Background: an optimization exercise with open tools, aiming at a short achievable clock period and few clock cycles per item. Do not read the settings as production practice.
Where RTL was checked, it was by simulation tests only, not by an equivalence proof against the original.
Function not checked in runs 1, 4 and 5: the RTL went through the layout flow alone.
No activity file was given, so power comes from the tool's default toggle rates.

===== flow/config.mk =====
export PLATFORM = sky130hd
export DESIGN_NAME = se_framer
export DESIGN_NICKNAME = se_framer
export VERILOG_FILES = /design/flow/design.v
export SDC_FILE = /design/flow/constraint.sdc
export NUM_CORES = 4
export LEC_CHECK = 0
export CAP_MARGIN = 20
export CORE_MARGIN = 2
export CORE_UTILIZATION = 60
export CTS_CLUSTER_DIAMETER = 60
export CTS_CLUSTER_SIZE = 30
export PLACE_DENSITY = 0.7
export SETUP_SLACK_MARGIN = 3.0
export SLEW_MARGIN = 20

===== flow/constraint.sdc =====
create_clock -name core_clock -period 5.0 [get_ports {clk}]
set_input_delay 1.0000 -clock core_clock [delete_from_list [all_inputs] [get_ports {clk}]]
set_output_delay 1.0000 -clock core_clock [all_outputs]
set_load 0.01 [all_outputs]

===== flow/design.v =====
module se_crc16 (
  input  wire [15:0] c,
  input  wire [7:0]  b,
  output reg  [15:0] n
);
  integer j;
  always @(*) begin
    n = c;
    for (j = 0; j < 8; j = j + 1)
      n = {n[14:0], 1'b0} ^ ((b[j] ^ n[15]) ? 16'h8005 : 16'h0000);
  end
endmodule
module se_sfifo #(parameter W = 8, parameter D = 4) (
  input  wire         clk,
  input  wire         clr,
  input  wire         push,
  input  wire [W-1:0] din,
  input  wire         pop,
  output wire [W-1:0] head,
  output reg  [D-1:0] vld     
);
  reg  [W*D-1:0]     ev;
  wire [D:0]         vx = {1'b0, vld};
  wire [D:0]         vp = {vld, 1'b1};
  wire [W*(D+1)-1:0] ex = {din, ev};
  integer i;
  assign head = ev[W-1:0];
  always @(posedge clk) begin
    for (i = 0; i < D; i = i + 1) begin
      if (pop) begin
        if (vx[i+1]) ev[i*W +: W] <= ex[(i+1)*W +: W];
        else if (push) ev[i*W +: W] <= din;
      end else if (push && !vld[i] && vp[i]) begin
        ev[i*W +: W] <= din;
      end
      if (clr) vld[i] <= 1'b0;
      else if (pop) vld[i] <= vx[i+1] | (push & vld[i]);
      else if (push) vld[i] <= vld[i] | vp[i];
    end
  end
endmodule
module se_ofifo #(parameter W = 8, parameter D = 4) (
  input  wire         clk,
  input  wire         clr,
  input  wire         push,
  input  wire [W-1:0] din,
  input  wire         pop,
  output reg  [W-1:0] head,
  output reg  [D-1:0] cnt     
);
  reg [W*D-1:0] ev;
  reg [D-1:0]   wr, rd;
  integer i;
  always @(*) begin
    head = {W{1'b0}};
    for (i = 0; i < D; i = i + 1)
      head = head | ({W{rd[i]}} & ev[i*W +: W]);
  end
  always @(posedge clk) begin
    for (i = 0; i < D; i = i + 1)
      if (push && wr[i]) ev[i*W +: W] <= din;
    if (clr) begin
      wr  <= {{(D-1){1'b0}}, 1'b1};
      rd  <= {{(D-1){1'b0}}, 1'b1};
      cnt <= {D{1'b0}};
    end else begin
      if (push) wr <= {wr[D-2:0], wr[D-1]};
      if (pop)  rd <= {rd[D-2:0], rd[D-1]};
      if (push & ~pop)
        cnt <= {cnt[D-2:0], 1'b1};
      else if (pop & ~push)
        cnt <= {1'b0, cnt[D-1:1]};
    end
  end
endmodule
module se_framer (
  input  wire        clk,
  input  wire        rst,
  input  wire        cmd_valid,
  output wire        cmd_ready,
  input  wire [1:0]  cmd_op,
  input  wire [7:0]  cmd_len,
  input  wire [7:0]  cmd_opcode,
  input  wire [7:0]  cmd_p1,
  input  wire [15:0] cmd_p2,
  input  wire        in_valid,
  output wire        in_ready,
  input  wire [7:0]  in_data,
  input  wire        in_last,
  output wire        out_valid,
  input  wire        out_ready,
  output wire [7:0]  out_data,
  output wire        res_valid,
  input  wire        res_ready,
  output wire [2:0]  res_err,
  output wire [15:0] res_crc,
  output wire [4:0]  res_attempts
);
  localparam integer MAXF = 4;     
  localparam integer PQD  = 16;    
  localparam [1:0] K_CRC = 2'd0, K_SEND = 2'd1, K_RECV = 2'd2, K_NONE = 2'd3;
  reg        cr_q;
  reg  [3:0] nfl;         
  reg        rf_q;        
  wire cmd_fire = cmd_valid & cr_q;
  assign cmd_ready = cr_q;
  wire [15:0] g1, g2, g3, g4;
  se_crc16 u_g1 (.c(16'h0000), .b(cmd_opcode),   .n(g1));
  se_crc16 u_g2 (.c(g1),       .b(cmd_p1),       .n(g2));
  se_crc16 u_g3 (.c(g2),       .b(cmd_p2[7:0]),  .n(g3));
  se_crc16 u_g4 (.c(g3),       .b(cmd_p2[15:8]), .n(g4));
  reg        c1_v;
  reg  [1:0] c1_kind;
  reg  [2:0] c1_err;
  reg        c1_snd;      
  reg  [7:0] c1_a;        
  reg        c1_a1;       
  reg  [7:0] c1_len, c1_L, c1_opc, c1_p1;
  reg [15:0] c1_p2;
  reg        c1_p0, c1_p1f;
  reg [15:0] c1_g;        
  always @(posedge clk) begin
    c1_v   <= cmd_fire & ~rst;
    c1_len <= cmd_len;
    c1_L   <= cmd_len + 8'd7;
    c1_opc <= cmd_opcode;
    c1_p1  <= cmd_p1;
    c1_p2  <= cmd_p2;
    c1_g   <= g4;
    c1_p0  <= (cmd_len == 8'd0);
    c1_p1f <= (cmd_len == 8'd1);
    c1_a   <= (cmd_op == 2'd2) ? cmd_len + 8'd2 : cmd_len;
    c1_a1  <= (cmd_op != 2'd2) && (cmd_len == 8'd1);
    c1_snd <= (cmd_op == 2'd1) && (cmd_len <= 8'd248);
    case (cmd_op)
      2'd0: begin
        c1_kind <= (cmd_len == 8'd0) ? K_NONE : K_CRC;
        c1_err  <= 3'd0;
      end
      2'd1: begin
        c1_kind <= (cmd_len > 8'd248 || cmd_len == 8'd0) ? K_NONE : K_SEND;
        c1_err  <= (cmd_len > 8'd248) ? 3'd4 : 3'd0;
      end
      2'd2: begin
        c1_kind <= (cmd_len > 8'd252) ? K_NONE : K_RECV;
        c1_err  <= (cmd_len > 8'd252) ? 3'd4 : 3'd0;
      end
      default: begin
        c1_kind <= K_NONE;
        c1_err  <= 3'd5;
      end
    endcase
  end
  wire [15:0] f1, f2, f3, f4, f5;
  se_crc16 u_f1 (.c(16'h0000), .b(c1_L),  .n(f1));
  se_crc16 u_f2 (.c(f1),       .b(8'h00), .n(f2));
  se_crc16 u_f3 (.c(f2),       .b(8'h00), .n(f3));
  se_crc16 u_f4 (.c(f3),       .b(8'h00), .n(f4));
  se_crc16 u_f5 (.c(f4),       .b(8'h00), .n(f5));
  wire [15:0] hcrc = f5 ^ c1_g;
  localparam integer CQW = 2 + 3 + 1 + 8 + 1 + 16;
  wire [CQW-1:0]  cq_h;
  wire [MAXF-1:0] cq_cnt;
  wire            cq_pop;
  se_ofifo #(.W(CQW), .D(MAXF)) u_cq (
    .clk(clk), .clr(rst), .push(c1_v),
    .din({c1_kind, c1_err, c1_snd, c1_a, c1_a1, c1_snd ? hcrc : 16'h0000}),
    .pop(cq_pop), .head(cq_h), .cnt(cq_cnt)
  );
  localparam integer SQW = 8 + 8 + 8 + 8 + 16 + 2;
  wire [SQW-1:0]  sq_h;
  wire [MAXF-1:0] sq_cnt;
  wire            sq_pop;
  se_ofifo #(.W(SQW), .D(MAXF)) u_sq (
    .clk(clk), .clr(rst), .push(c1_v & c1_snd),
    .din({c1_len, c1_L, c1_opc, c1_p1, c1_p2, c1_p0, c1_p1f}),
    .pop(sq_pop), .head(sq_h), .cnt(sq_cnt)
  );
  wire [7:0]  sqh_len = sq_h[49:42];
  wire [7:0]  sqh_L   = sq_h[41:34];
  wire [7:0]  sqh_opc = sq_h[33:26];
  wire [7:0]  sqh_p1  = sq_h[25:18];
  wire [15:0] sqh_p2  = sq_h[17:2];
  wire        sqh_p0  = sq_h[1];
  wire        sqh_p1f = sq_h[0];
  reg        ir_q;
  reg        ib_v;
  reg  [7:0] ib_d;
  reg        ib_l;
  assign in_ready = ir_q;
  always @(posedge clk) begin
    ib_d <= in_data;
    ib_l <= in_last;
    ib_v <= in_valid & ir_q & ~rst;
  end
  wire [8:0] iq_h;
  wire [3:0] iq_vld;
  wire       take;
  se_sfifo #(.W(9), .D(4)) u_iq (
    .clk(clk), .clr(rst), .push(ib_v), .din({ib_l, ib_d}),
    .pop(take), .head(iq_h), .vld(iq_vld)
  );
  wire in_room = (ib_v & ir_q)  ? ~iq_vld[1] :
                 (ib_v | ir_q)  ? ~iq_vld[2] : ~iq_vld[3];
  wire in_dem  = nfl[0] | c1_v | cmd_fire;
  always @(posedge clk)
    ir_q <= ~rst & in_room & in_dem;
  reg        nx_v;
  reg  [1:0] nx_kind;
  reg  [2:0] nx_err;
  reg        nx_snd;
  reg  [7:0] nx_a;
  reg        nx_a1;
  reg [15:0] nx_init;
  assign cq_pop = ~nx_v & cq_cnt[0];
  reg        ip_v;
  reg  [1:0] ip_kind;
  reg  [2:0] ip_err;
  reg        ip_snd;
  reg  [7:0] ip_rem;      
  reg        ip_rem1;
  reg  [7:0] ip_k1;       
  reg  [7:0] ip_k;        
  reg [15:0] crc_q, crc_h;   
  reg  [7:0] togo;        
  reg        t0, t1;      
  reg        first;
  reg        len_ok;
  reg        lo_ok;       
  reg  [4:0] att;
  reg        att20;
  wire       pq_full;
  wire [7:0] b  = iq_h[7:0];
  wire       bl = iq_h[8];
  wire [15:0] cnext;
  se_crc16 u_crc (.c(crc_q), .b(b), .n(cnext));
  wire is_recv = (ip_kind == K_RECV);
  wire is_send = (ip_kind == K_SEND);
  assign take  = ip_v & (ip_kind != K_NONE) & iq_vld[0] & ~(is_send & pq_full);
  wire done_none  = ip_v & (ip_kind == K_NONE);
  wire done_cs    = take & ~ip_kind[1] & ip_rem1;
  wire done_full  = take & is_recv & t0;
  wire done_short = take & is_recv & ~t0 & bl & att20;
  wire done       = done_none | done_cs | done_full | done_short;
  wire adv        = ~ip_v | done;
  reg        pr_v;
  reg  [2:0] pr_err;
  reg  [4:0] pr_att;
  reg        pr_snd;
  reg [15:0] pr_crc;
  wire restart = take & is_recv & ~t0 & bl;
  wire c_init  = adv | restart;
  wire c_step  = take & ~(is_recv & (t0 | t1));
  wire [15:0] c_new = c_init ? (nx_init & {16{adv}}) : cnext;
  always @(posedge clk) begin
    pr_v   <= done & ~rst;
    pr_snd <= ip_snd;
    pr_att <= (is_recv & ~t0) ? 5'd21 : att + 5'd1;
    pr_crc <= ip_kind[1] ? crc_q : cnext;
    if (ip_kind == K_NONE)
      pr_err <= ip_err;
    else if (is_recv)
      pr_err <= ~t0 ? 3'd1 : !len_ok ? 3'd2 : (!lo_ok || b != crc_q[15:8]) ? 3'd3 : 3'd0;
    else
      pr_err <= 3'd0;
  end
  always @(posedge clk) begin
    crc_q <= (c_init | c_step) ? c_new : crc_h;
    crc_h <= (c_init | c_step) ? c_new : crc_q;
    if (take) begin
      ip_rem  <= ip_rem - 8'd1;
      ip_rem1 <= (ip_rem == 8'd2);
    end
    if (take & is_recv) begin
      if (first) len_ok <= (b == ip_k);
      first <= 1'b0;
      if (t1) lo_ok <= (b == crc_q[7:0]);
      if (~t0 & bl) begin
        att      <= att + 5'd1;
        att20    <= (att == 5'd19);
        togo     <= ip_k1;
        t0       <= 1'b0;
        t1       <= 1'b0;
        first    <= 1'b1;
      end else begin
        togo <= togo - 8'd1;
        t1   <= (togo == 8'd2);
        t0   <= t1;
      end
    end
    if (adv) begin
      ip_kind  <= nx_kind;
      ip_err   <= nx_err;
      ip_snd   <= nx_snd;
      ip_rem   <= nx_a;
      ip_rem1  <= nx_a1;
      ip_k1    <= nx_a;
      ip_k     <= nx_a + 8'd1;
      togo     <= nx_a;
      t0       <= 1'b0;
      t1       <= 1'b0;
      first    <= 1'b1;
      att      <= 5'd0;
      att20    <= 1'b0;
    end
    if (cq_pop) begin
      nx_kind <= cq_h[CQW-1 -: 2];
      nx_err  <= cq_h[CQW-3 -: 3];
      nx_snd  <= cq_h[CQW-6];
      nx_a    <= cq_h[CQW-7 -: 8];
      nx_a1   <= cq_h[16];
      nx_init <= cq_h[15:0];
    end
    if (rst) begin
      ip_v <= 1'b0;
      nx_v <= 1'b0;
    end else begin
      if (adv) ip_v <= nx_v;
      if (~nx_v) nx_v <= cq_cnt[0];
      else if (adv) nx_v <= 1'b0;
    end
  end
  wire [7:0]     pq_h;
  wire [PQD-1:0] pq_cnt;
  wire           pq_pop;
  assign pq_full = pq_cnt[PQD-1];
  se_ofifo #(.W(8), .D(PQD)) u_pq (
    .clk(clk), .clr(rst), .push(take & is_send), .din(b),
    .pop(pq_pop), .head(pq_h), .cnt(pq_cnt)
  );
  wire [15:0]     sc_h;
  wire [MAXF-1:0] sc_cnt;
  wire            sc_pop;
  se_ofifo #(.W(16), .D(MAXF)) u_sc (
    .clk(clk), .clr(rst), .push(pr_v & pr_snd), .din(pr_crc),
    .pop(sc_pop), .head(sc_h), .cnt(sc_cnt)
  );
  localparam integer RQW = 3 + 16 + 5 + 1;
  wire [RQW-1:0]  rq_h;
  wire [MAXF-1:0] rq_cnt;
  wire            rq_pop;
  se_ofifo #(.W(RQW), .D(MAXF)) u_rq (
    .clk(clk), .clr(rst), .push(pr_v), .din({pr_err, pr_crc, pr_att, pr_snd}),
    .pop(rq_pop), .head(rq_h), .cnt(rq_cnt)
  );
  reg  [8:0] ph;          
  reg  [7:0] prem;        
  reg        prem1;
  reg        m_v;         
  reg  [7:0] m_d, m_dh;   
  reg        m_l;         
  reg        ol_q;        
  wire [7:0] obyte = ({8{ph[0]}} & 8'h03)        |
                     ({8{ph[1]}} & sqh_L)        |
                     ({8{ph[2]}} & sqh_opc)      |
                     ({8{ph[3]}} & sqh_p1)       |
                     ({8{ph[4]}} & sqh_p2[7:0])  |
                     ({8{ph[5]}} & sqh_p2[15:8]) |
                     ({8{ph[6]}} & pq_h)         |
                     ({8{ph[7]}} & sc_h[7:0])    |
                     ({8{ph[8]}} & sc_h[15:8]);
  wire oav    = sq_cnt[0] & (ph[6] ? pq_cnt[0] : (ph[7] | ph[8]) ? sc_cnt[0] : 1'b1);
  wire m_free = ~m_v | out_ready;
  wire o_push = m_free & oav;
  assign pq_pop = o_push & ph[6];
  assign sc_pop = o_push & ph[8];
  assign sq_pop = o_push & ph[8];
  always @(posedge clk) begin
    if (rst) begin
      ph <= 9'd1;
    end else if (o_push) begin
      ph[0] <= ph[8];
      ph[1] <= ph[0];
      ph[2] <= ph[1];
      ph[3] <= ph[2];
      ph[4] <= ph[3];
      ph[5] <= ph[4];
      ph[6] <= (ph[5] & ~sqh_p0) | (ph[6] & ~prem1);
      ph[7] <= (ph[5] & sqh_p0) | (ph[6] & prem1);
      ph[8] <= ph[7];
    end
    if (o_push) begin
      if (ph[5]) begin
        prem  <= sqh_len;
        prem1 <= sqh_p1f;
      end else begin
        prem  <= prem - 8'd1;
        prem1 <= (prem == 8'd2);
      end
    end
    m_d  <= m_free ? obyte : m_dh;
    m_dh <= m_free ? obyte : m_d;
    m_l  <= m_free ? ph[8] : m_l;
    m_v  <= ~rst & ((m_free & o_push) | ~m_free);
    ol_q <= ~rst & m_v & out_ready & m_l;
  end
  assign out_valid = m_v;
  assign out_data  = m_d;
  reg  [3:0]     otok;    
  reg            r_v;
  reg [RQW-1:1]  r_d, r_dh;   
  wire rqh_snd = rq_h[0];
  wire r_free  = ~r_v | res_ready;
  wire r_push  = r_free & rq_cnt[0] & (~rqh_snd | otok[0]);
  wire otok_dn = r_push & rqh_snd;
  assign rq_pop = r_push;
  always @(posedge clk) begin
    if (rst)
      otok <= 4'd0;
    else if (ol_q & ~otok_dn)
      otok <= {otok[2:0], 1'b1};
    else if (~ol_q & otok_dn)
      otok <= {1'b0, otok[3:1]};
    r_d  <= r_free ? rq_h[RQW-1:1] : r_dh;
    r_dh <= r_free ? rq_h[RQW-1:1] : r_d;
    r_v  <= ~rst & ((r_free & r_push) | ~r_free);
    rf_q <= ~rst & r_v & res_ready;
  end
  assign res_valid    = r_v;
  assign res_err      = r_d[RQW-1 -: 3];
  assign res_crc      = r_d[RQW-4 -: 16];
  assign res_attempts = r_d[5:1];
  wire cr_next = (c1_v & cr_q) ? ~nfl[1] :
                 (c1_v | cr_q) ? ~nfl[2] : ~nfl[3];
  always @(posedge clk) begin
    if (rst) begin
      nfl  <= 4'd0;
      cr_q <= 1'b0;
    end else begin
      if (c1_v & ~rf_q)
        nfl <= {nfl[2:0], 1'b1};
      else if (~c1_v & rf_q)
        nfl <= {1'b0, nfl[3:1]};
      cr_q <= cr_next;
    end
  end
endmodule

===== flow/run.sh =====
#!/bin/bash
# synth_recipe.tcl (not shown) runs the flow's synth.tcl, then flattens the netlist and writes it again
# the make line also repeats each setting of config.mk as NAME=value (left out here)
make -C /OpenROAD-flow-scripts/flow DESIGN_CONFIG=/design/flow/config.mk WORK_HOME=/design/flow/orfs CLKGATE_MAP_FILE= SYNTH_SCRIPT=/design/flow/synth_recipe.tcl finish

==> notes.md, run 1 <==
outcome=complete, no violations; unrepaired setup endpoints after global routing=yes; Worst-Margin Slew=1.06 ns; Buffers on Ports=92; Worst Path Max Fanout=4; root buffer cell=clkbuf_16; first-pass GRT wire length=roughly 140000 um; Fin. Hold Viols=0; flop-to-flop setup slack=2.80 ns; fmax=around 450 MHz; WL per Instance=24.5 um; Avg Cell Area, Syn=14.3 sq um; crit-path leading delay family=compound AO/OA/AOI/OAI gates; Mapped Area=roughly 40000 sq um; r2r endpoint=u_rq.cnt[1]; Period Utilization, post-route=44.0%; routability cong.=0.841; Synth top area share=55.7%; vias=~23000; Seq/Total Area, Yosys=73.3%; crit path max-delay cell type=dfxtp_4; Critical Path RT=5.49 ns; clock-pin transition on the worst setup and hold timing paths=0.11 ns; CTS Hold Buffers Added=0; fin crit period=roughly 2.2 ns; list of most frequent post-synthesis cells=728 x edfxtp_1, 346 x dfxtp_1, 266 x a22oi_1, 234 x nand2_1, 155 x nor2_1; routed vias/inst=between 6 and 7; HPWL after DPL=approximately 55000 um; final core utilization=between 70% and 80%; Synth Warn #=8; Fin Setup TNS=0 ns; Core Area=64600 sq um; Post-synth EDFFs=between 700 and 800; # nets final=3000; DRC=0; largest net degree at the start of global routing=92; Slew HR=29.7%; Area growth syn-to-layout=16.2%; global route total overflow=0; Die Wd=260 um; number of synthesized register bits=1074; antenna violations before repair=2; MaxCap Viol Count=0; All-Layer GR Usage=~27%; Power Dens Cells=345 nW/um^2; die area=67500 sq um; Hold WC Path Type=reg -> reg; Synth area leaders=edfxtp_1 56%, dfxtp_1 18%, a22oi_1 5.1%; Die Y=roughly 260 um; post-route ant nets=0; Iteration-0 DRC Markers=2261; Yosys cell types=54; R2R Path Start=u_rq.rd[0]; site row count=93; TritonCTS sink count=1074; CP Launch Type=register; Reg2Reg Depth=12; worst vdd ir=0.418 mV; most common cell in the netlist=edfxtp_1; Main synth FF type=edfxtp_1; Clock Latency Late Sink=0.66 ns; Crit Path Class=reg -> reg; CP bufs+invs=3; Initial DRT Pass Iterations=6; CTS Buf Count=53; Hold Worst Slack=0.348 ns; hold path cells=0; Async SR Flop Fraction=0%; Post-Synthesis Cells=2755; CP arrival=2.69 ns; count of pins over their slew limit=0; H-tree Lvls=2; CP peak stage delay=0.37 ns; Crit. End Element=register; CP Cell Sequence=buf_12, a22o_1, a221oi_4, o21ai_2, nor2b_2, buf_6, inv_4, ha_4, mux2i_1, nor2_1, a21oi_1, nor2_1; n_diodes=0; leakage power=between 0.015 and 0.02 uW; Final Setup Violations=0; Net Count, Synth=2833; Clock Skew=0.0285 ns; vias in the first global route=22900; Initial Util=60.8%; layout cells sized above 1=20.6%; Post-Route WL=between 90000 and 100000 um; WHS Endpoint=pr_snd; clk buf depth=3; post-synth top area cell=edfxtp_1; Boundary Pins=93; CP most frequent cell=nor2_1; Hold Path Origin=ip_snd; CTS tree=yes
## registers in the layout, indices dropped and copies added (netlist names), 9 cells and up
signal    cells
u_sq.ev     200
u_pq.ev     128
u_cq.ev     120
u_rq.ev     100
u_sc.ev      64
u_iq.ev      36
r_d          24
r_dh         24
c1_g         16
c1_p2        16
crc_h        16
crc_q        16
nx_init      16
pr_crc       16
u_pq.cnt     16
u_pq.rd      16
u_pq.wr      16
ph            9
## area by class of cell
class / count / area, sq um
Clock inverter: 37 / 433
Timing Repair Buffer: 261 / 2640
Multi-Input combinational cell: 1486 / 10900
Inverter: 44 / 218
Tap cell: 855 / 1070
Fill cell: 4159 / 18900
Timing Repair inverter: 2 / 17.5
Sequential cell: 1074 / 28900
Clock buffer: 63 / 1430
## cells by family (layout without fill, tap and decap cells)
logic type / after synthesis / after routing / synth area share (%)
AND/OR/NAND/NOR: 559 / 564 / 6.28
flip-flops: 1074 / 1074 / 73.3
multiplexers: 74 / 74 / 2.01
AO/OA/AOI/OAI: 649 / 649 / 11.7
adder cells (fa/ha/maj): 21 / 21 / 0.669
XOR/XNOR: 178 / 178 / 4.15
buffers and inverters: 200 / 407 / 1.91
## per-stage QoR
stage / area (sq um) / worst slack (ns) / std cells / total power (uW)
after floorplan: 39600 / 2.30 / 2755 / 10300
after global placement: 41200 / 1.39 / 3583 / 10500
after detailed placement: 41200 / 1.27 / 3583 / 10500
after CTS: 44700 / 2.78 / 3777 / 15800
after global routing: 45600 / 2.71 / 3822 / 16200
final: 45600 / 2.80 / 3822 / 15800
## worst register-to-register path, stage by stage (launching register included)
cell      delay, ns
dfxtp_4        0.37
buf_12         0.13
a22o_1         0.23
a221oi_4       0.29
o21ai_2        0.11
nor2b_2        0.16
buf_6          0.13
inv_4          0.04
ha_4           0.17
mux2i_1        0.14
nor2_1         0.07
a21oi_1        0.14
nor2_1         0.06
## cells in the final DEF, fill, tap and decap left out, types with 10 or more instances in the layout
cell	count
xnor2_2	26
xnor2_1	85
buf_2	12
a211o_1	10
buf_12	14
buf_4	128
a22o_1	34
nand4_1	25
a221oi_1	24
o21ai_0	34
ha_1	15
inv_1	31
clkbuf_16	63
nor2_1	143
dfxtp_2	46
clkdlybuf4s50_1	17
a21oi_1	118
mux2_2	38
xor2_2	12
inv_6	16
o21a_1	97
dfxtp_4	17
xor2_1	39
a22oi_1	242
nand3_1	45
mux2i_1	32
a22oi_2	24
edfxtp_1	728
nand2_1	224
dfxtp_1	283
and2_1	30
a221o_1	14
buf_6	54
## timing repair
| action | 4_1_cts | 5_1_grt |
|---|---|---|
| setup buffers | 85 | 36 |
| gates cloned | 9 | 9 |
| pin swaps | 50 | 72 |
| resized for setup | 493 | 158 |
| setup endpoints to repair | 587 | 361 |
## worst max path at each step
stage / slack (ns) / start / cells after the start / endpoint
3_3_place_gp: 1.39 / out_ready / 10 / u_pq.cnt[0]
2_1_floorplan: 2.30 / out_ready / 14 / u_pq.cnt[11]
4_1_cts: 2.78 / ip_kind[1] / 6 / crc_h[15]
3_5_place_dp: 1.27 / out_ready / 10 / u_pq.cnt[6]
5_1_grt: 2.71 / u_rq.rd[0] / 12 / u_rq.cnt[1]
6_report: 2.80 / u_rq.rd[0] / 12 / u_rq.cnt[1]
## where the power goes
| part | internal (uW) | switching [uW] | leakage [uW] |
|---|---|---|---|
| Sequential | 9570 | 111 | 0.00952 |
| Clock | 2230 | 3020 | 0.000908 |
| Combinational | 405 | 419 | 0.00525 |
## per-layer routing
metal,GRT usage (%),vias up,part of all wire [%]
met5,0,-,0.0096
met4,8.43,2,2.9
met3,3.17,147,6.7
met2,45.2,939,49
met1,37.8,11800,41
li1,-,10600,-
==> inputs of run 2 (changes only) <==
--- a/flow/design.v
+++ b/flow/design.v
@@ -41,2 +41,38 @@
 endmodule
+module se_hfifo #(parameter W = 8, parameter D = 4) (
+  input  wire         clk,
+  input  wire         clr,
+  input  wire         push,
+  input  wire [W-1:0] din,
+  input  wire         pop,
+  output wire [W-1:0] head,
+  output reg  [D-1:0] vld     
+);
+  reg  [W-1:0]       h0, h1;  
+  reg  [W*D-1:0]     ev;      
+  wire [D:0]         vx = {1'b0, vld};
+  wire [D:0]         vp = {vld, 1'b1};
+  wire [W*(D+1)-1:0] ex = {din, ev};
+  wire               load0 = pop | (push & ~vld[0]);
+  wire [W-1:0]       n0 = (pop & vld[1]) ? ev[W +: W] : din;
+  integer i;
+  assign head = h0;
+  always @(posedge clk) begin
+    h0 <= load0 ? n0 : h1;
+    h1 <= load0 ? n0 : h0;
+    for (i = 1; i < D; i = i + 1) begin
+      if (pop) begin
+        if (vx[i+1]) ev[i*W +: W] <= ex[(i+1)*W +: W];
+        else if (push) ev[i*W +: W] <= din;
+      end else if (push && !vld[i] && vp[i]) begin
+        ev[i*W +: W] <= din;
+      end
+    end
+    for (i = 0; i < D; i = i + 1) begin
+      if (clr) vld[i] <= 1'b0;
+      else if (pop) vld[i] <= vx[i+1] | (push & vld[i]);
+      else if (push) vld[i] <= vld[i] | vp[i];
+    end
+  end
+endmodule
 module se_ofifo #(parameter W = 8, parameter D = 4) (
@@ -68,6 +104,6 @@
       if (pop)  rd <= {rd[D-2:0], rd[D-1]};
-      if (push & ~pop)
+      if (pop)
+        cnt <= push ? cnt : {1'b0, cnt[D-1:1]};
+      else if (push)
         cnt <= {cnt[D-2:0], 1'b1};
-      else if (pop & ~push)
-        cnt <= {1'b0, cnt[D-1:1]};
     end
@@ -106,7 +142,9 @@
   assign cmd_ready = cr_q;
-  wire [15:0] g1, g2, g3, g4;
-  se_crc16 u_g1 (.c(16'h0000), .b(cmd_opcode),   .n(g1));
-  se_crc16 u_g2 (.c(g1),       .b(cmd_p1),       .n(g2));
-  se_crc16 u_g3 (.c(g2),       .b(cmd_p2[7:0]),  .n(g3));
-  se_crc16 u_g4 (.c(g3),       .b(cmd_p2[15:8]), .n(g4));
+  wire [15:0] ga1, ga2, ga3, ga4, gb1, gb2;
+  se_crc16 u_ga1 (.c(16'h0000), .b(cmd_opcode),   .n(ga1));
+  se_crc16 u_ga2 (.c(ga1),      .b(cmd_p1),       .n(ga2));
+  se_crc16 u_ga3 (.c(ga2),      .b(8'h00),        .n(ga3));
+  se_crc16 u_ga4 (.c(ga3),      .b(8'h00),        .n(ga4));
+  se_crc16 u_gb1 (.c(16'h0000), .b(cmd_p2[7:0]),  .n(gb1));
+  se_crc16 u_gb2 (.c(gb1),      .b(cmd_p2[15:8]), .n(gb2));
   reg        c1_v;
@@ -120,3 +158,4 @@
   reg        c1_p0, c1_p1f;
-  reg [15:0] c1_g;        
+  reg [15:0] c1_ga;       
+  reg [15:0] c1_gb;       
   always @(posedge clk) begin
@@ -128,3 +167,4 @@
     c1_p2  <= cmd_p2;
-    c1_g   <= g4;
+    c1_ga  <= ga4;
+    c1_gb  <= gb2;
     c1_p0  <= (cmd_len == 8'd0);
@@ -159,3 +199,3 @@
   se_crc16 u_f5 (.c(f4),       .b(8'h00), .n(f5));
-  wire [15:0] hcrc = f5 ^ c1_g;
+  wire [15:0] hcrc = f5 ^ c1_ga ^ c1_gb;
   localparam integer CQW = 2 + 3 + 1 + 8 + 1 + 16;
@@ -195,7 +235,9 @@
   end
-  wire [8:0] iq_h;
-  wire [3:0] iq_vld;
-  wire       take;
-  se_sfifo #(.W(9), .D(4)) u_iq (
-    .clk(clk), .clr(rst), .push(ib_v), .din({ib_l, ib_d}),
+  wire [15:0] ib_bb;
+  se_crc16 u_bb (.c(16'h0000), .b(ib_d), .n(ib_bb));
+  wire [24:0] iq_h;
+  wire [3:0]  iq_vld;
+  wire        take;
+  se_hfifo #(.W(25), .D(4)) u_iq (
+    .clk(clk), .clr(rst), .push(ib_v), .din({ib_l, ib_d, ib_bb}),
     .pop(take), .head(iq_h), .vld(iq_vld)
@@ -232,11 +274,17 @@
   wire       pq_full;
-  wire [7:0] b  = iq_h[7:0];
-  wire       bl = iq_h[8];
-  wire [15:0] cnext;
-  se_crc16 u_crc (.c(crc_q), .b(b), .n(cnext));
-  wire is_recv = (ip_kind == K_RECV);
-  wire is_send = (ip_kind == K_SEND);
-  assign take  = ip_v & (ip_kind != K_NONE) & iq_vld[0] & ~(is_send & pq_full);
-  wire done_none  = ip_v & (ip_kind == K_NONE);
-  wire done_cs    = take & ~ip_kind[1] & ip_rem1;
+  wire [7:0]  b  = iq_h[23:16];
+  wire        bl = iq_h[24];
+  wire [15:0] bb = iq_h[15:0];
+  wire [15:0] czero;
+  se_crc16 u_crc (.c(crc_q), .b(8'h00), .n(czero));
+  wire [15:0] cnext = czero ^ bb;
+  reg ip_cs;      
+  reg ip_rv;      
+  reg ip_sd;      
+  reg ip_nn;      
+  wire is_recv = ip_rv;
+  wire is_send = ip_sd;
+  assign take  = (ip_cs | ip_rv) & iq_vld[0] & ~(ip_sd & pq_full);
+  wire done_none  = ip_nn;
+  wire done_cs    = take & ip_cs & ip_rem1;
   wire done_full  = take & is_recv & t0;
@@ -313,5 +361,15 @@
     end
+    if (adv) begin
+      ip_cs <= nx_v & ~nx_kind[1];
+      ip_rv <= nx_v & (nx_kind == K_RECV);
+      ip_sd <= nx_v & (nx_kind == K_SEND);
+      ip_nn <= nx_v & (nx_kind == K_NONE);
+    end
     if (rst) begin
-      ip_v <= 1'b0;
-      nx_v <= 1'b0;
+      ip_v  <= 1'b0;
+      nx_v  <= 1'b0;
+      ip_cs <= 1'b0;
+      ip_rv <= 1'b0;
+      ip_sd <= 1'b0;
+      ip_nn <= 1'b0;
     end else begin
@@ -409,6 +467,6 @@
       otok <= 4'd0;
-    else if (ol_q & ~otok_dn)
+    else if (otok_dn)
+      otok <= ol_q ? otok : {1'b0, otok[3:1]};
+    else if (ol_q)
       otok <= {otok[2:0], 1'b1};
-    else if (~ol_q & otok_dn)
-      otok <= {1'b0, otok[3:1]};
     r_d  <= r_free ? rq_h[RQW-1:1] : r_dh;
--- a/flow/config.mk
+++ b/flow/config.mk
@@ -7,2 +7,3 @@
 export LEC_CHECK = 0
+export ABC_CLOCK_PERIOD_IN_PS = 1800
 export CAP_MARGIN = 20
@@ -10,4 +11,2 @@
 export CORE_UTILIZATION = 60
-export CTS_CLUSTER_DIAMETER = 60
-export CTS_CLUSTER_SIZE = 30
 export PLACE_DENSITY = 0.7
==> notes.md, run 2 <==
outcome=complete, no violations; Worst Path Max Fanout=5 (+1); Buffers on Ports=92 (unchanged); vias in the first global route=25000 (+9.3%); Critical Path RT=5.56 ns (+0.07 ns); M3 GR Usage=4.54% (+1.4 points); root buffer cell=clkbuf_16; Final Setup Violations=0 (unchanged); CTS tree=yes; Die Y=270 um (+3.9%); count of pins over their slew limit=0 (unchanged); Synth top area share=52.8% (-2.8 points); Core Area=70000 sq um (+8.4%); Initial DRT Pass Iterations=7 (+1); simple-gate share of the synthesized area=6.59% (+0.30 points); sw frac=22.1% (-0.39 points); met1 usage=37.7% (-0.051 points); mux cell area share after synthesis=1.14% (-0.87 points); Boundary Pins=93 (unchanged); placed insts=3906 (+9.0%); main combinational cell family by area after synthesis=compound AO/OA/AOI/OAI gates; list of most frequent post-synthesis cells=746 x edfxtp_1, 416 x dfxtp_1, 285 x nand2_1, 195 x a22oi_1; TritonCTS sink count=1162 (+8.2%); most frequent cells in the layout=746 x edfxtp_1, 333 x dfxtp_1, 275 x nand2_1; fmax=449 MHz (-1.3%); NetSw=4590 uW (+29%); Worst-Margin Slew=1.10 ns (+0.0448 ns); Reg power frac=52.6% (-8.9 points); first-pass GRT wire length=151000 um (+9.0%); Fin. Hold Viols=0 (unchanged); crit path launch=u_pq.rd[12]; layout cells sized above 1=19.5% (-1.1 points); routed vias/inst=6.06 (-1.3%); Synth Warn #=8 (unchanged); unrepaired setup endpoints after global routing=yes; CTS Hold Buffers Added=0 (unchanged); Post-Synth Adder-Cell Area=0.443% (-0.23 points); Async SR Flop Fraction=0% (unchanged); Critical Path Sink=m_d[1]; Power Dens Cells=413 nW/um^2 (+20%); global route total overflow=0 (unchanged); M2 GR Usage=44.6% (-0.62 points); Comb power frac=6.8% (+1.6 points); fill count=4470 (+7.5%); R2R Path Start=u_pq.rd[12]; Largest register FFs=200 (unchanged); Main synth FF type=edfxtp_1; Yosys cell types=76 (+41%); Crit. End Element=register; Hold WC Path Type=reg -> reg; r2r endpoint=m_d[1]; leakage power=0.0178 uW (+13%); Iteration-0 DRC Markers=2545 (+13%); Clock Latency Late Sink=0.68 ns (+0.02 ns); die area=72800 sq um (+7.9%); flop-to-flop setup slack=2.77 ns (-0.03 ns); Mapped Area=42400 sq um (+8.0%); clock power share=40.6% (+7.3 points); top flop regs=u_sq.ev: 200 flops, u_pq.ev: 128 flops, u_cq.ev: 120 flops; GRT Max-Usage Layer=met2; number of synthesized register bits=1162 (+8.2%); post-synth top area cell=edfxtp_1; CP arrival=2.79 ns (+0.10 ns); Post-Synthesis Cells=3007 (+9.1%); All-Layer GR Usage=27.2% (+0.049 points); most common cell after layout, fill and taps aside=edfxtp_1; largest net degree at the start of global routing=67 (-27%); Reg2Reg Depth=7 (-5); clock-pin transition on the worst setup and hold timing paths=0.06 ns (-0.05 ns); Period Utilization, post-route=44.5% (+0.56 points); CTS Buf Count=112 (+110%); Post-Route WL=101000 um (+8.0%); post-synthesis xor/xnor area fraction=4.76% (+0.60 points); Final Non-Filler Cells=4235 (+11%); Slew HR=26.7% (-3.0 points); CP Launch Type=register; vias=25700 (+9.4%); Avg Cell Area, Syn=14.1 sq um (-1.1%); post-route ant nets=0 (unchanged); Hold Path Origin=nx_snd; area fraction in compound gates after synthesis=12.5% (+0.83 points); site row count=97 (+4.3%); Initial Util=60.6% (-0.25 points); worst vdd ir=0.379 mV (-9.3%); routability cong.=0.853 (+1.4%); MaxCap Viol Count=0 (unchanged); Seq/Total Area, Yosys=72.5% (-0.84 points); Clock Skew=0.0279 ns (-0.000643 ns); # nets final=3267 (+8.9%); most common cell in the netlist=edfxtp_1; Area growth syn-to-layout=18.5%; H-tree Lvls=3 (+1); Crit Path Class=reg -> reg; fin crit period=2.23 ns (+0.0281 ns); HPWL after DPL=60600 um (+9.5%); Post-synth EDFFs=746 (+2.5%); antenna violations before repair=2 (unchanged); Fin Setup TNS=0 ns (unchanged); largest reg by FF count=u_sq.ev; clk buf depth=3 (unchanged); Synth area leaders=edfxtp_1 53%, dfxtp_1 20%, a22oi_1 3.5%; Net Count, Synth=3079 (+8.7%); DRC=0 (unchanged); internal power=16200 uW (+32%); WL per Instance=23.9 um (-2.5%); Die Wd=270 um (+3.9%)
==> run 2: power by group through the flow <==
stage                     Combinational (uW)  Clock [uW]  Sequential (uW)
after floorplan                          761           0            11100
after global placement                  1240           0            11100
after detailed placement                1280           0            11100
after CTS                               1340        8490            10900
after global routing                    1500        8880            10900
final                                   1400        8430            10900
==> run 2: per-stage QoR <==
step	setup slack, ns	cell area (sq um)	util [%]	hold WS, ns	power (uW)
5_1_grt	2.78	50200	71.8	0.438	21300
6_report	2.77	50300	71.8	0.424	20700
3_3_place_gp	1.70	44200	63.2	0.407	12300
3_5_place_dp	1.58	44300	63.2	0.411	12400
2_1_floorplan	2.74	42600	-	0.323	11800
4_1_cts	2.83	49300	70.4	0.429	20700
==> run 2: worst min-delay path by stage <==
stage | to | cells past startpoint
final | ip_snd | 0
after global routing | u_iq.h0[14] | 1
after CTS | ip_snd | 0
after detailed placement | u_iq.h0[9] | 1
after global placement | ip_snd | 0
after floorplan | pr_snd | 0
==> run 2: timing repair <==
item / in CTS / in global routing
cloned: 10 / 5
setup endpoints to repair: 753 / 466
setup buffers: 63 / 37
pin swaps: 40 / 39
resized for setup: 407 / 143
==> run 2: cells by family after synthesis <==
logic type | count (synthesis)
fa+ha+maj | 15
mux | 45
compound gates | 742
buf+inv | 225
flops | 1162
xor+xnor | 210
simple gates | 608
==> run 2: layout make-up <==
| type | count | area [sq um] | share of cell area (%) |
|---|---|---|---|
| flip-flops and latches | 1162 | 30900 | 61.5 |
| multi-input cells | 1628 | 11800 | 23.4 |
| clock buffers | 154 | 3130 | 6.23 |
| repair buffers | 234 | 2360 | 4.70 |
| well taps | 940 | 1180 | 2.34 |
| clock inverters | 58 | 593 | 1.18 |
| inverters | 55 | 273 | 0.543 |
| repair inverters | 2 | 27.5 | 0.0548 |
| diodes | 2 | 5.00 | 0.00996 |
==> run 2: critical path: stages (launching register included) <==
cell	delay (ns)
dfxtp_4	0.35
buf_12	0.13
buf_4	0.13
a22o_1	0.23
a221oi_2	0.21
nand4_1	0.41
a2111o_1	0.53
o21a_1	0.12
==> run 2: metal layers <==
| metal | routed length [um] | part of all wire, % |
|---|---|---|
| met1 | 42000 | 42 |
| met2 | 48700 | 48 |
| met3 | 7260 | 7.2 |
| met4 | 3010 | 3.0 |
| met5 | 0 | 0 |
Testbench counts of run 2, summed over its fixed seeds: cycles 38,999, items 40,905.
==> inputs of run 3 (changes only) <==
--- a/flow/config.mk
+++ b/flow/config.mk
@@ -7,3 +7,2 @@
 export LEC_CHECK = 0
-export ABC_CLOCK_PERIOD_IN_PS = 1800
 export CAP_MARGIN = 20
@@ -11,2 +10,4 @@
 export CORE_UTILIZATION = 60
+export CTS_CLUSTER_DIAMETER = 100
+export CTS_CLUSTER_SIZE = 24
 export PLACE_DENSITY = 0.7
==> notes.md, run 3 <==
Fin. Hold Viols=0 (unchanged); Seq/Total Area, Yosys=72.5% (unchanged); worst vdd ir=0.354 mV (-6.5%); Die Y=270 um (unchanged); Yosys cell types=76 (unchanged); Area growth syn-to-layout=12.2%; r2r endpoint=m_d[0]; count of pins over their slew limit=0 (unchanged); unrepaired setup endpoints after global routing=yes; Hold WC Path Type=reg -> reg; DRC=0 (unchanged); Final Setup Violations=0 (unchanged); routed vias/inst=6.02 (-0.74%); CP Launch Type=register; WL per Instance=23.5 um (-1.4%); GRT Max-Usage Layer=met2; leakage power=0.0164 uW (-7.8%); Finished Cell Area=47600 sq um (-5.4%); TritonCTS sink count=1162 (unchanged); MaxCap Viol Count=0 (unchanged); CP arrival=2.67 ns (-0.12 ns); Fin Setup TNS=0 ns (unchanged); largest net degree at the start of global routing=67 (unchanged); CTS Hold Buffers Added=0 (unchanged); Post-DP Area=44300 sq um (unchanged); Async SR Flop Fraction=0% (unchanged); R2R Path Start=u_pq.rd[1]; antenna violations before repair=1 (-1); Mapped Area=42400 sq um (unchanged); site row count=97 (unchanged); Critical Path RT=5.54 ns (-0.02 ns); Synth Warn #=8 (unchanged); fin crit period=2.13 ns (-0.0959 ns); Worst-Margin Slew=1.11 ns (+0.0116 ns); Post-synth EDFFs=746 (unchanged); Net Count, Synth=3079 (unchanged); Crit. End Element=register; met1 usage=37.1% (-0.56 points); Die Wd=270 um (unchanged); global route total overflow=0 (unchanged); hold path cells=0 (unchanged); most common cell in the netlist=edfxtp_1; number of synthesized register bits=1162 (unchanged); Avg Cell Area, Syn=14.1 sq um (unchanged); list of most frequent post-synthesis cells=746 x edfxtp_1, 416 x dfxtp_1, 285 x nand2_1, 195 x a22oi_1; most frequent cells in the layout=746 x edfxtp_1, 331 x dfxtp_1, 282 x nand2_1; M3 GR Usage=3.35% (-1.2 points); Clock Skew=0.0194 ns (-0.00852 ns); vias in the first global route=23900 (-4.2%); post-synth top area cell=edfxtp_1; Clock Latency Late Sink=0.65 ns (-0.03 ns); H-tree Lvls=2 (-1); Initial DRT Pass Iterations=7 (unchanged); Post-Route WL=96500 um (-4.4%); outcome=complete, no violations; Largest register FFs=200 (unchanged); CTS Buf Count=55 (-51%); layout cells sized above 1=15.4% (-4.1 points); Slew HR=25.9% (-0.78 points); Core Area=70000 sq um (unchanged); clk buf depth=3 (unchanged); Synth area leaders=edfxtp_1 53%, dfxtp_1 20%, a22oi_1 3.5%; flop-to-flop setup slack=2.87 ns (+0.10 ns); Power Total=17300 uW (-17%); fill count=4831 (+8.1%); fmax=469 MHz (+4.5%); placed insts=3906 (unchanged); post-route ant nets=0 (unchanged); Main synth FF type=edfxtp_1; routability cong.=0.853 (unchanged); Iteration-0 DRC Markers=2376 (-6.6%); clock-pin transition on the worst setup and hold timing paths=0.09 ns (+0.03 ns); top flop regs=u_sq.ev: 200 flops, u_pq.ev: 128 flops, u_cq.ev: 120 flops; CTS tree=yes; largest reg by FF count=u_sq.ev; vias=24700 (-3.8%); Reg2Reg Depth=6 (-1); WHS Endpoint=pr_snd; Worst Path Max Fanout=6 (+1); most common cell after layout, fill and taps aside=edfxtp_1; All-Layer GR Usage=26.2% (-0.98 points); # nets final=3189 (-2.4%); Power Dens Cells=363 nW/um^2 (-12%); Final Non-Filler Cells=4103 (-3.1%); Synth top area share=52.8% (unchanged); Hold Path Origin=ip_snd; HPWL after DPL=60600 um (unchanged); Boundary Pins=93 (unchanged); Period Utilization, post-route=42.6% (-1.9 points); Buffers on Ports=92 (unchanged); Initial Util=60.6% (unchanged); die area=72800 sq um (unchanged); M2 GR Usage=43.4% (-1.2 points); Crit Path Class=reg -> reg; root buffer cell=clkbuf_16; n_diodes=0 (-2); Post-Synthesis Cells=3007 (unchanged); first-pass GRT wire length=146000 um (-3.4%)
==> run 3: cell count changes in the layout (fill, tap and decap cells not counted), moves of 9 or more <==
cell,change
clkbuf_8,-15
buf_12,-9
o21ai_2,-13
clkbuf_1,+17
clkbuf_16,-59
clkinv_2,-26
o21ai_0,+15
buf_6,-12
clkinv_1,-12
bufinv_16,-10
==> run 3: area by class of cell <==
cell class | instances | area [sq um] | area share [%]
tap | 940 | 1180 | 2.47
clock inverter | 3 | 48.8 | 0.103
timing repair inverter | 1 | 8.76 | 0.0184
multi-input combinational | 1628 | 11600 | 24.4
timing repair buffer | 214 | 1960 | 4.13
clock buffer | 100 | 1590 | 3.34
sequential | 1162 | 30900 | 65.0
inverter | 55 | 269 | 0.566
==> run 3: worst max-delay path: stages (launching register included) <==
cell and delay, ns:
dfxtp_4 0.38, clkbuf_2 0.16, a22o_1 0.24, a221oi_2 0.21, nand4_1 0.38, a2111o_1 0.53, o21a_1 0.12
==> run 3: cells by family (layout without fill, tap and decap cells) <==
family                     Yosys count  after routing  synth area share (%)
buffers and inverters              225            373                  2.12
and+or+nand+nor                    608            615                  6.59
DFF                               1162           1162                  72.5
AOI/OAI and AO/OA                  742            743                  12.5
xor gates and xnor gates           210            210                  4.76
adders and majority gates           15             15                 0.443
muxes                               45             45                  1.14
==> run 3: per-stage QoR <==
stage	util (%)	hold slack (ns)	setup slack, ns
after floorplan	-	0.323	2.74
after global placement	63.2	0.407	1.70
after detailed placement	63.2	0.411	1.58
after CTS	67.2	0.424	2.85
after global routing	67.9	0.440	2.84
final	67.9	0.426	2.87
==> run 3: per-layer routing <==
metal	routed length [um]	part of all wire, %
met5	0	0
met4	2310	2.4
met3	6240	6.5
met2	47100	49
met1	40900	42
==> run 3: where the power goes <==
group          leakage [uW]  switching, uW  internal, uW
logic               0.00532            760           593
registers            0.0103            268         10600
clock network      0.000774           2860          2180
total                0.0164           3890         13400
==> run 3: what timing repair did <==
action	in CTS	in global routing
gates resized for setup	404	81
hold endpoints to repair	0	0
endpoints found under the setup margin	753	334
pin swaps	41	25
setup buffers	56	29
cloned	8	1
==> run 3: worst max-delay path by stage <==
stage / from / to / slack [ns] / cells past startpoint
after floorplan: cmd_p1[1] / c1_ga[0] / 2.74 / 4
after global placement: out_ready / u_sq.cnt[2] / 1.70 / 7
after detailed placement: out_ready / u_sq.cnt[1] / 1.58 / 7
after CTS: ir_q / in_ready / 2.85 / 1
after global routing: u_pq.rd[1] / m_d[6] / 2.84 / 6
final: u_pq.rd[1] / m_d[0] / 2.87 / 6
==> inputs of run 4 (changes only) <==
--- a/flow/design.v
+++ b/flow/design.v
@@ -111,2 +111,29 @@
 endmodule
+module se_hofifo #(parameter W = 8, parameter D = 16) (
+  input  wire         clk,
+  input  wire         clr,
+  input  wire         push,
+  input  wire [W-1:0] din,
+  input  wire         pop,
+  output reg  [W-1:0] head,
+  output reg          hv,      
+  output wire         full
+);
+  wire [W-1:0] bhead;
+  wire [D-1:0] bcnt;
+  wire         bne   = bcnt[0];
+  wire         hload = pop | ~hv;
+  wire         bpush = push & ((hv & ~pop) | bne);
+  wire         bpop  = hload & bne;
+  assign full = bcnt[D-1];
+  se_ofifo #(.W(W), .D(D)) u_body (
+    .clk(clk), .clr(clr), .push(bpush), .din(din),
+    .pop(bpop), .head(bhead), .cnt(bcnt)
+  );
+  always @(posedge clk) begin
+    if (hload) head <= bne ? bhead : din;
+    if (clr) hv <= 1'b0;
+    else if (hload) hv <= bne | push;
+  end
+endmodule
 module se_framer (
@@ -134,3 +161,3 @@
 );
-  localparam integer MAXF = 4;     
+  localparam integer MAXF = 3;     
   localparam integer PQD  = 16;    
@@ -138,3 +165,3 @@
   reg        cr_q;
-  reg  [3:0] nfl;         
+  reg  [2:0] nfl;         
   reg        rf_q;        
@@ -381,8 +408,7 @@
   wire [7:0]     pq_h;
-  wire [PQD-1:0] pq_cnt;
+  wire           pq_ne;
   wire           pq_pop;
-  assign pq_full = pq_cnt[PQD-1];
-  se_ofifo #(.W(8), .D(PQD)) u_pq (
+  se_hofifo #(.W(8), .D(PQD)) u_pq (
     .clk(clk), .clr(rst), .push(take & is_send), .din(b),
-    .pop(pq_pop), .head(pq_h), .cnt(pq_cnt)
+    .pop(pq_pop), .head(pq_h), .hv(pq_ne), .full(pq_full)
   );
@@ -419,3 +445,3 @@
                      ({8{ph[8]}} & sc_h[15:8]);
-  wire oav    = sq_cnt[0] & (ph[6] ? pq_cnt[0] : (ph[7] | ph[8]) ? sc_cnt[0] : 1'b1);
+  wire oav    = sq_cnt[0] & (ph[6] ? pq_ne : (ph[7] | ph[8]) ? sc_cnt[0] : 1'b1);
   wire m_free = ~m_v | out_ready;
@@ -449,3 +475,3 @@
     m_d  <= m_free ? obyte : m_dh;
-    m_dh <= m_free ? obyte : m_d;
+    m_dh <= m_free ? obyte : m_dh;
     m_l  <= m_free ? ph[8] : m_l;
@@ -456,3 +482,3 @@
   assign out_data  = m_d;
-  reg  [3:0]     otok;    
+  reg  [2:0]     otok;    
   reg            r_v;
@@ -466,9 +492,9 @@
     if (rst)
-      otok <= 4'd0;
+      otok <= 3'd0;
     else if (otok_dn)
-      otok <= ol_q ? otok : {1'b0, otok[3:1]};
+      otok <= ol_q ? otok : {1'b0, otok[2:1]};
     else if (ol_q)
-      otok <= {otok[2:0], 1'b1};
+      otok <= {otok[1:0], 1'b1};
     r_d  <= r_free ? rq_h[RQW-1:1] : r_dh;
-    r_dh <= r_free ? rq_h[RQW-1:1] : r_d;
+    r_dh <= r_free ? rq_h[RQW-1:1] : r_dh;
     r_v  <= ~rst & ((r_free & r_push) | ~r_free);
@@ -480,7 +506,7 @@
   assign res_attempts = r_d[5:1];
-  wire cr_next = (c1_v & cr_q) ? ~nfl[1] :
-                 (c1_v | cr_q) ? ~nfl[2] : ~nfl[3];
+  wire cr_next = (c1_v & cr_q) ? ~nfl[0] :
+                 (c1_v | cr_q) ? ~nfl[1] : ~nfl[2];
   always @(posedge clk) begin
     if (rst) begin
-      nfl  <= 4'd0;
+      nfl  <= 3'd0;
       cr_q <= 1'b0;
@@ -488,5 +514,5 @@
       if (c1_v & ~rf_q)
-        nfl <= {nfl[2:0], 1'b1};
+        nfl <= {nfl[1:0], 1'b1};
       else if (~c1_v & rf_q)
-        nfl <= {1'b0, nfl[3:1]};
+        nfl <= {1'b0, nfl[2:1]};
       cr_q <= cr_next;
==> notes.md, run 4 <==
outcome=complete, no violations; leakage power=0.0144 uW (-12%); Worst Path Max Fanout=8 (+2); Synth area leaders=edfxtp_1 54%, dfxtp_1 18%, a222oi_1 3.3%; clock-pin transition on the worst setup and hold timing paths=0.09 ns (about the same); unrepaired setup endpoints after global routing=yes; Initial DRT Pass Iterations=7 (unchanged); fin crit period=2.28 ns (+0.150 ns); most frequent cells in the layout=665 x edfxtp_1, 308 x dfxtp_1, 186 x nand2_1; layout cells sized above 1=14.5% (-0.89 points); Net Count, Synth=2664 (-13%); Main synth FF type=edfxtp_1; Iteration-0 DRC Markers=2932 (+23%); Post-Route WL=85700 um (-11%); site row count=90 (-7.2%); Fin Setup TNS=0 ns (unchanged); Async SR Flop Fraction=0% (unchanged); Synth top area share=54.3% (+1.4 points); Yosys cell types=73 (-3.9%); CP peak stage delay=0.73 ns (+0.20 ns); CP Cell Sequence=buf_12, a222oi_1, o22ai_2, or4_4; WL per Instance=24.4 um (+3.8%); area occupied by multi-input gates=9710 sq um (-16%); MaxCap Viol Count=0 (unchanged); largest reg by FF count=u_sq.ev; Fin. Hold Viols=0 (unchanged); vias=21500 (-13%); Power Total=15100 uW (-13%); All-Layer GR Usage=26.8% (+0.60 points); antenna violations before repair=3 (+2); post-route ant nets=0 (unchanged); Seq/Total Area, Yosys=72.7% (+0.22 points); Reg2Reg Depth=4 (-2); Period Utilization, post-route=45.6% (+3.0 points); largest net degree at the start of global routing=72 (+7.5%); R2R Path Start=u_sq.rd[0]; Core Area=60500 sq um (-14%); Hold Worst Slack=0.440 ns (+0.0141 ns); Slew HR=35.7% (+9.8 points); Crit Path Class=reg -> reg; Power Dens Cells=366 nW/um^2 (+0.77%); clk buf depth=3 (unchanged); Worst-Margin Slew=0.965 ns (-0.147 ns); worst vdd ir=0.325 mV (-8.1%); CP Launch Type=register; Buffers on Ports=92 (unchanged); register area=26800 sq um (-13%); Hold WC Path Type=reg -> reg; Final Non-Filler Cells=3512 (-14%); pre-CTS setup slack=1.58 ns (-0.00642 ns); Critical Path RT=5.37 ns (-0.17 ns); routability cong.=0.904 (+5.9%); Synth Warn #=9 (+1); n_diodes=0 (unchanged); placed insts=3345 (-14%); vias in the first global route=20700 (-13%); global route total overflow=0 (unchanged); H-tree Lvls=2 (unchanged); Crit. End Element=register; most common cell after layout, fill and taps aside=edfxtp_1; TritonCTS sink count=1004 (-14%); WHS Endpoint=u_iq.h0[0]; die area=63300 sq um (-13%); Die Y=252 um (-6.7%); routed vias/inst=6.13 (+1.9%); first-pass GRT wire length=127000 um (-13%); Post-synth EDFFs=665 (-11%); Avg Cell Area, Syn=14.2 sq um (+0.71%); Area growth syn-to-layout=12.0%; hold path cells=1 (+1); DRC=0 (unchanged); top flop regs=u_sq.ev: 150 flops, u_pq.u_body.ev: 128 flops, u_cq.ev: 90 flops; CTS tree=yes; list of most frequent post-synthesis cells=665 x edfxtp_1, 339 x dfxtp_1, 211 x nand2_1, 132 x xnor2_1, 130 x a21oi_1; Mapped Area=36800 sq um (-13%); CP arrival=2.65 ns (-0.02 ns); most common cell in the netlist=edfxtp_1; root buffer cell=clkbuf_16; r2r endpoint=m_dh[3]; HPWL after DPL=54300 um (-10%); fill count=4152 (-14%); count of pins over their slew limit=0 (unchanged); # nets final=2764 (-13%); Clock Latency Late Sink=0.64 ns (about the same); number of synthesized register bits=1004 (-14%); Final Setup Violations=0 (unchanged); fmax=438 MHz (-6.6%); Post-Synthesis Cells=2592 (-14%); Clock Skew=0.0291 ns (+0.00968 ns); final worst slack=2.72 ns (-0.150 ns); Largest register FFs=150 (-25%); Initial Util=60.9% (+0.32 points); CTS Buf Count=47 (-15%); flop-to-flop setup slack=2.72 ns (-0.15 ns); crit path max-delay cell type=a222oi_1; Die Wd=252 um (-6.7%); Boundary Pins=93 (unchanged); post-synth top area cell=edfxtp_1; Hold Path Origin=u_iq.h1[0]
run 4: per-stage QoR:
| stage | utilization (%) | area [sq um] |
|---|---|---|
| floorplan | - | 37100 |
| global placement | 63.7 | 38500 |
| detailed placement | 63.7 | 38500 |
| CTS | 67.3 | 40700 |
| global route | 68.2 | 41200 |
| finish | 68.2 | 41200 |
run 4: layout make-up:
class	instances	area share, %
Sequential cell	1004	65.1
Multi-Input combinational cell	1326	23.6
Timing Repair Buffer	193	4.37
Clock buffer	82	3.17
Tap cell	782	2.37
Inverter	118	1.27
Clock inverter	5	0.0850
Timing Repair inverter	2	0.0607
run 4: timing repair:
item                                   in CTS  in global routing
endpoints found under the hold margin       0                  0
setup endpoints to repair                 648                438
hold buffers                                0                  0
pin swaps                                  43                 37
resized for setup                         297                 70
gates cloned                                9                  3
buffers inserted                           41                 27
run 4: kinds of logic (layout without fill, tap and decap cells):
group	Yosys count	in the layout	share of synthesized area (%)
XOR/XNOR	204	204	5.31
AND/OR/NAND/NOR	517	520	6.54
buffers and inverters	266	400	2.85
flip-flops	1004	1004	72.7
adder cells (fa/ha/maj)	15	15	0.510
multiplexers	42	42	1.23
AO/OA/AOI/OAI	544	545	10.9
run 4: where the power goes:
group	leakage [uW]	internal, uW	switching (uW)
clock network	0.000643	1800	2460
registers	0.00895	9250	247
logic	0.00477	571	752
run 4: worst max-delay path, delay by kind of cell, from the launching register on:
family,cells,cell delay [ns]
simple gates,1,0.53
compound gates,2,0.97
buf+inv,1,0.14
flops,1,0.36
run 4: layer usage:
| metal | GRT usage [%] | up-vias | part of all wire, % |
|---|---|---|---|
| li1 | - | 9840 | - |
| met1 | 37.8 | 10700 | 41 |
| met2 | 42.3 | 920 | 47 |
| met3 | 5.19 | 118 | 8.8 |
| met4 | 9.03 | 2 | 3.1 |
| met5 | 0 | - | 0.015 |
run 4: how the worst max path moves through the flow:
stage	from	endpoint	slack, ns	cells past startpoint
final	u_sq.rd[0]	m_dh[3]	2.72	4
after global placement	out_ready	u_pq.u_body.ev[123]	1.60	6
after detailed placement	out_ready	u_pq.u_body.ev[124]	1.58	6
after floorplan	out_ready	u_sq.cnt[1]	2.73	9
after CTS	r_dh[23]	res_err[1]	2.72	1
after global routing	r_dh[23]	res_err[1]	2.71	1
==> inputs of run 5 (changes only) <==
--- a/flow/design.v
+++ b/flow/design.v
@@ -436,8 +436,11 @@
   reg        ol_q;        
+  reg  [7:0] hb;
+  wire [7:0] hb_next = ({8{ph[0]}} & sqh_L)        |
+                       ({8{ph[1]}} & sqh_opc)      |
+                       ({8{ph[2]}} & sqh_p1)       |
+                       ({8{ph[3]}} & sqh_p2[7:0])  |
+                       ({8{ph[4]}} & sqh_p2[15:8]);
+  wire       ph_h = ph[1] | ph[2] | ph[3] | ph[4] | ph[5];
   wire [7:0] obyte = ({8{ph[0]}} & 8'h03)        |
-                     ({8{ph[1]}} & sqh_L)        |
-                     ({8{ph[2]}} & sqh_opc)      |
-                     ({8{ph[3]}} & sqh_p1)       |
-                     ({8{ph[4]}} & sqh_p2[7:0])  |
-                     ({8{ph[5]}} & sqh_p2[15:8]) |
+                     ({8{ph_h}}  & hb)           |
                      ({8{ph[6]}} & pq_h)         |
@@ -465,2 +468,4 @@
     end
+    if (o_push)
+      hb <= hb_next;
     if (o_push) begin
@@ -475,3 +480,3 @@
     m_d  <= m_free ? obyte : m_dh;
-    m_dh <= m_free ? obyte : m_dh;
+    m_dh <= m_free ? obyte : m_d;
     m_l  <= m_free ? ph[8] : m_l;
@@ -498,3 +503,3 @@
     r_d  <= r_free ? rq_h[RQW-1:1] : r_dh;
-    r_dh <= r_free ? rq_h[RQW-1:1] : r_dh;
+    r_dh <= r_free ? rq_h[RQW-1:1] : r_d;
     r_v  <= ~rst & ((r_free & r_push) | ~r_free);
==> notes.md, run 5 <==
outcome=complete, no violations; fmax=467 MHz (+6.5%); CTS Buf Count=49 (+4.3%); pre-CTS setup slack=1.27 ns (-0.307 ns); CP most frequent cell=a222oi_1; fill count=4399 (+5.9%); crit path max-delay cell type=a222oi_1; Fin Setup TNS=0 ns (unchanged); Buffers on Ports=92 (unchanged); Seq/Total Area, Yosys=71.6% (-1.0 points); Clock Skew=0.0214 ns (-0.00762 ns); # nets final=2905 (+5.1%); sw frac=23.0% (+0.051 points); Fin. Hold Viols=0 (unchanged); vias in the first global route=21600 (+4.4%); All-Layer GR Usage=25.5% (-1.3 points); TritonCTS sink count=1044 (+4.0%); internal power=12000 uW (+3.5%); list of most frequent post-synthesis cells=641 x edfxtp_1, 403 x dfxtp_1, 198 x nand2_1, 158 x a21oi_1, 136 x xnor2_1; clock power share=28.4% (about the same); Core Area=63000 sq um (+4.1%); Clock Latency Late Sink=0.64 ns (about the same); Area growth syn-to-layout=11.3%; Critical Path RT=5.36 ns (about the same); vias=22400 (+4.1%); post-route ant nets=0 (unchanged); H-tree Lvls=2 (unchanged); most frequent cells in the layout=641 x edfxtp_1, 339 x dfxtp_1, 183 x nand2_1; count of pins over their slew limit=0 (unchanged); antenna violations before repair=3 (unchanged); Post-DP Area=39800 sq um (+3.3%); clock-pin transition on the worst setup and hold timing paths=0.09 ns (about the same); routed vias/inst=6.03 (-1.7%); Async SR Flop Fraction=0% (unchanged); crit-path leading delay family=compound AO/OA/AOI/OAI gates; HPWL after DPL=55400 um (+2.0%); Comb power frac=8.7% (about the same); die area=65600 sq um (+3.5%); DRC=0 (unchanged); fin crit period=2.14 ns (-0.139 ns); CP Launch Type=register; Reg power frac=62.9% (about the same); Synth area leaders=edfxtp_1 50%, dfxtp_1 21%, xnor2_1 3.1%; largest net degree at the start of global routing=74 (+2.8%); Power Dens Cells=368 nW/um^2 (+0.53%); worst vdd ir=0.329 mV (+1.2%); MaxCap Viol Count=0 (unchanged); Period Utilization, post-route=42.8% (-2.8 points); number of synthesized register bits=1044 (+4.0%); Post-synth EDFFs=641 (-3.6%); placed insts=3561 (+6.5%); CP arrival=2.50 ns (-0.15 ns); most common cell after layout, fill and taps aside=edfxtp_1; Main synth FF type=edfxtp_1; CP peak stage delay=0.49 ns (-0.24 ns); clk buf depth=3 (unchanged); routability cong.=0.915 (+1.2%); Synth top area share=50.5% (-3.8 points); Net Count, Synth=2831 (+6.3%); Hold WC Path Type=reg -> reg; post-synth top area cell=edfxtp_1; top flop regs=u_sq.ev: 150 flops, u_pq.u_body.ev: 128 flops, u_cq.ev: 90 flops; Post-Route WL=85000 um (-0.82%); global route total overflow=0 (unchanged); Iteration-0 DRC Markers=2656 (-9.4%); Power Total=15600 uW (+3.5%); Post-Synthesis Cells=2759 (+6.4%); CP bufs+invs=3 (+2); root buffer cell=clkbuf_16; Yosys cell types=74 (+1.4%); unrepaired setup endpoints after global routing=yes; Synth Warn #=9 (unchanged); NetSw=3590 uW (+3.8%); final worst slack=2.86 ns (+0.139 ns); Worst-Margin Slew=1.03 ns (+0.0685 ns); Finished Cell Area=42400 sq um (+3.0%); layout cells sized above 1=13.6% (-0.86 points); Initial Util=60.6% (-0.31 points); Largest register FFs=150 (unchanged); Crit. End Element=register; Crit Path Class=reg -> reg; Boundary Pins=93 (unchanged); first-pass GRT wire length=128000 um (+0.93%); Die Y=256 um (+1.8%); Mapped Area=38100 sq um (+3.6%); CP Cell Sequence=buf_4, buf_12, a222oi_1, inv_1, a222oi_1, o221ai_1; leakage power=0.0148 uW (+3.3%); Die Wd=256 um (+1.8%); most common cell in the netlist=edfxtp_1; WL per Instance=22.9 um (-6.3%); CTS tree=yes; site row count=92 (+2.2%); Worst Path Max Fanout=13 (+5); Final Non-Filler Cells=3719 (+5.9%); Slew HR=31.0% (-4.6 points); Avg Cell Area, Syn=13.8 sq um (-2.7%); Initial DRT Pass Iterations=9 (+2); largest reg by FF count=u_sq.ev; Final Setup Violations=0 (unchanged)
==> run 5: cell count changes after synthesis, moves of 20 or more <==
cell and delta:
edfxtp_1 -24, a22oi_1 +24, dfxtp_1 +64, o21a_1 +50
a21oi_1 +28, nor2_1 +26, nand3_1 +20, o22ai_1 -24
==> run 5: final cells by class <==
cell class | instances | area [sq um] | area share, %
timing repair inverter | 2 | 12.5 | 0.0295
inverter | 117 | 514 | 1.21
timing repair buffer | 186 | 1890 | 4.45
clock buffer | 85 | 1360 | 3.21
sequential | 1044 | 27400 | 64.6
multi-input combinational | 1433 | 10100 | 23.8
clock inverter | 5 | 56.3 | 0.133
tap | 846 | 1060 | 2.49
antenna | 1 | 2.50 | 0.00590
==> run 5: worst reg2reg max path, delay by kind of cell (launching register included) <==
family,cells,cell delay [ns]
flip-flops,1,0.41
AO/OA/AOI/OAI,3,1.06
buffers and inverters,3,0.38
==> run 5: worst paths after layout <==
path / startpoint / end / slack (ns) / depth (start not counted)
setup reg to reg: u_sq.rd[0] / hb[6] / 2.86 / 6
hold reg to reg: u_iq.h1[6] / u_iq.h0[6] / 0.43 / 1
setup / recovery: u_sq.rd[0] / hb[6] / 2.86 / 6
hold / removal: u_iq.h1[6] / u_iq.h0[6] / 0.43 / 1
==> run 5: cell families (layout without fill, tap and decap cells) <==
family          count (synthesis)  count (layout)  synth area share (%)
flops                        1044            1044                  71.6
compound gates                621             621                  11.9
simple gates                  536             536                  6.46
buf+inv                       282             395                  2.91
xor+xnor                      211             211                  5.23
mux                            50              50                  1.39
fa+ha+maj                      15              15                 0.492
other cells                     0               1                     0
==> run 5: stage by stage <==
step                      util (%)  hold WS (ns)
final                         67.4         0.433
after global routing          67.4         0.450
after global placement        63.2         0.409
after detailed placement      63.2         0.410
after CTS                     66.9         0.432
after floorplan                  -         0.323
==> run 5: metal layers <==
metal  track usage (%)  vias to the layer above  share of wire [%]
li1                  -                    10300                  -
met1              36.2                    11100                 42
met2              41.3                      855                 48
met3              3.32                      130                7.1
met4              8.35                        0                3.1
met5                 0                        -                  0
==> run 5: repair_timing <==
| item | CTS | global route |
|---|---|---|
| setup endpoints to repair | 638 | 488 |
| setup buffers | 41 | 19 |
| pin swaps | 21 | 19 |
| gates cloned | 6 | 1 |
| resized for setup | 335 | 71 |
| hold buffers | 0 | 0 |
| endpoints found under the hold margin | 0 | 0 |
==> run 5: power by group through the flow <==
stage | Sequential [uW] | Clock (uW) | Combinational, uW
floorplan | 9940 | 0 | 808
global placement | 10000 | 0 | 1280
detailed placement | 10000 | 0 | 1300
CTS | 9820 | 4520 | 1340
global route | 9850 | 4820 | 1460
finish | 9820 | 4440 | 1360

-- port drivers added, routing unchanged --
The results above use ideal ports. As a check the final layouts listed here were re-extracted and re-timed, cells and wires unchanged. Step 1, drivers: a clkbuf_16 drives clk and a buf_2 each remaining input, both assumed. Step 2 adds t to the input delays and takes it off the output delays; t is the mean of the earliest and latest rising clock arrival at the registers after step 1. Input paths then give back, and output paths get back, about the clock's delay inside the block. Three values: ideal, step 1, step 2; two values: the first two.
| run | t (ns) | setup slack, ns | worst setup path at the end | latest minus earliest clock arrival (ns) | worst register clock-pin slew, ns |
|---|---|---|---|---|---|
| run 1 | 0.704 | 2.802 / 2.795 / 2.282 | input to register | 0.030 / 0.030 | 0.11 / 0.11 |
| run 2 | 0.736 | 2.774 / 2.774 / 2.351 | input to register | 0.029 / 0.030 | 0.07 / 0.07 |
| run 3 | 0.708 | 2.869 / 2.810 / 2.380 | input to register | 0.026 / 0.027 | 0.10 / 0.10 |
| run 4 | 0.680 | 2.719 / 2.718 / 2.373 | input to register | 0.032 / 0.033 | 0.10 / 0.10 |
| run 5 | 0.689 | 2.858 / 2.812 / 2.336 | input to register | 0.024 / 0.023 | 0.10 / 0.10 |
After both steps every run listed still meets setup and hold. The setup slack of run 5, which loses most, moves by -0.046 ns with the drivers and by -0.522 ns with both steps.
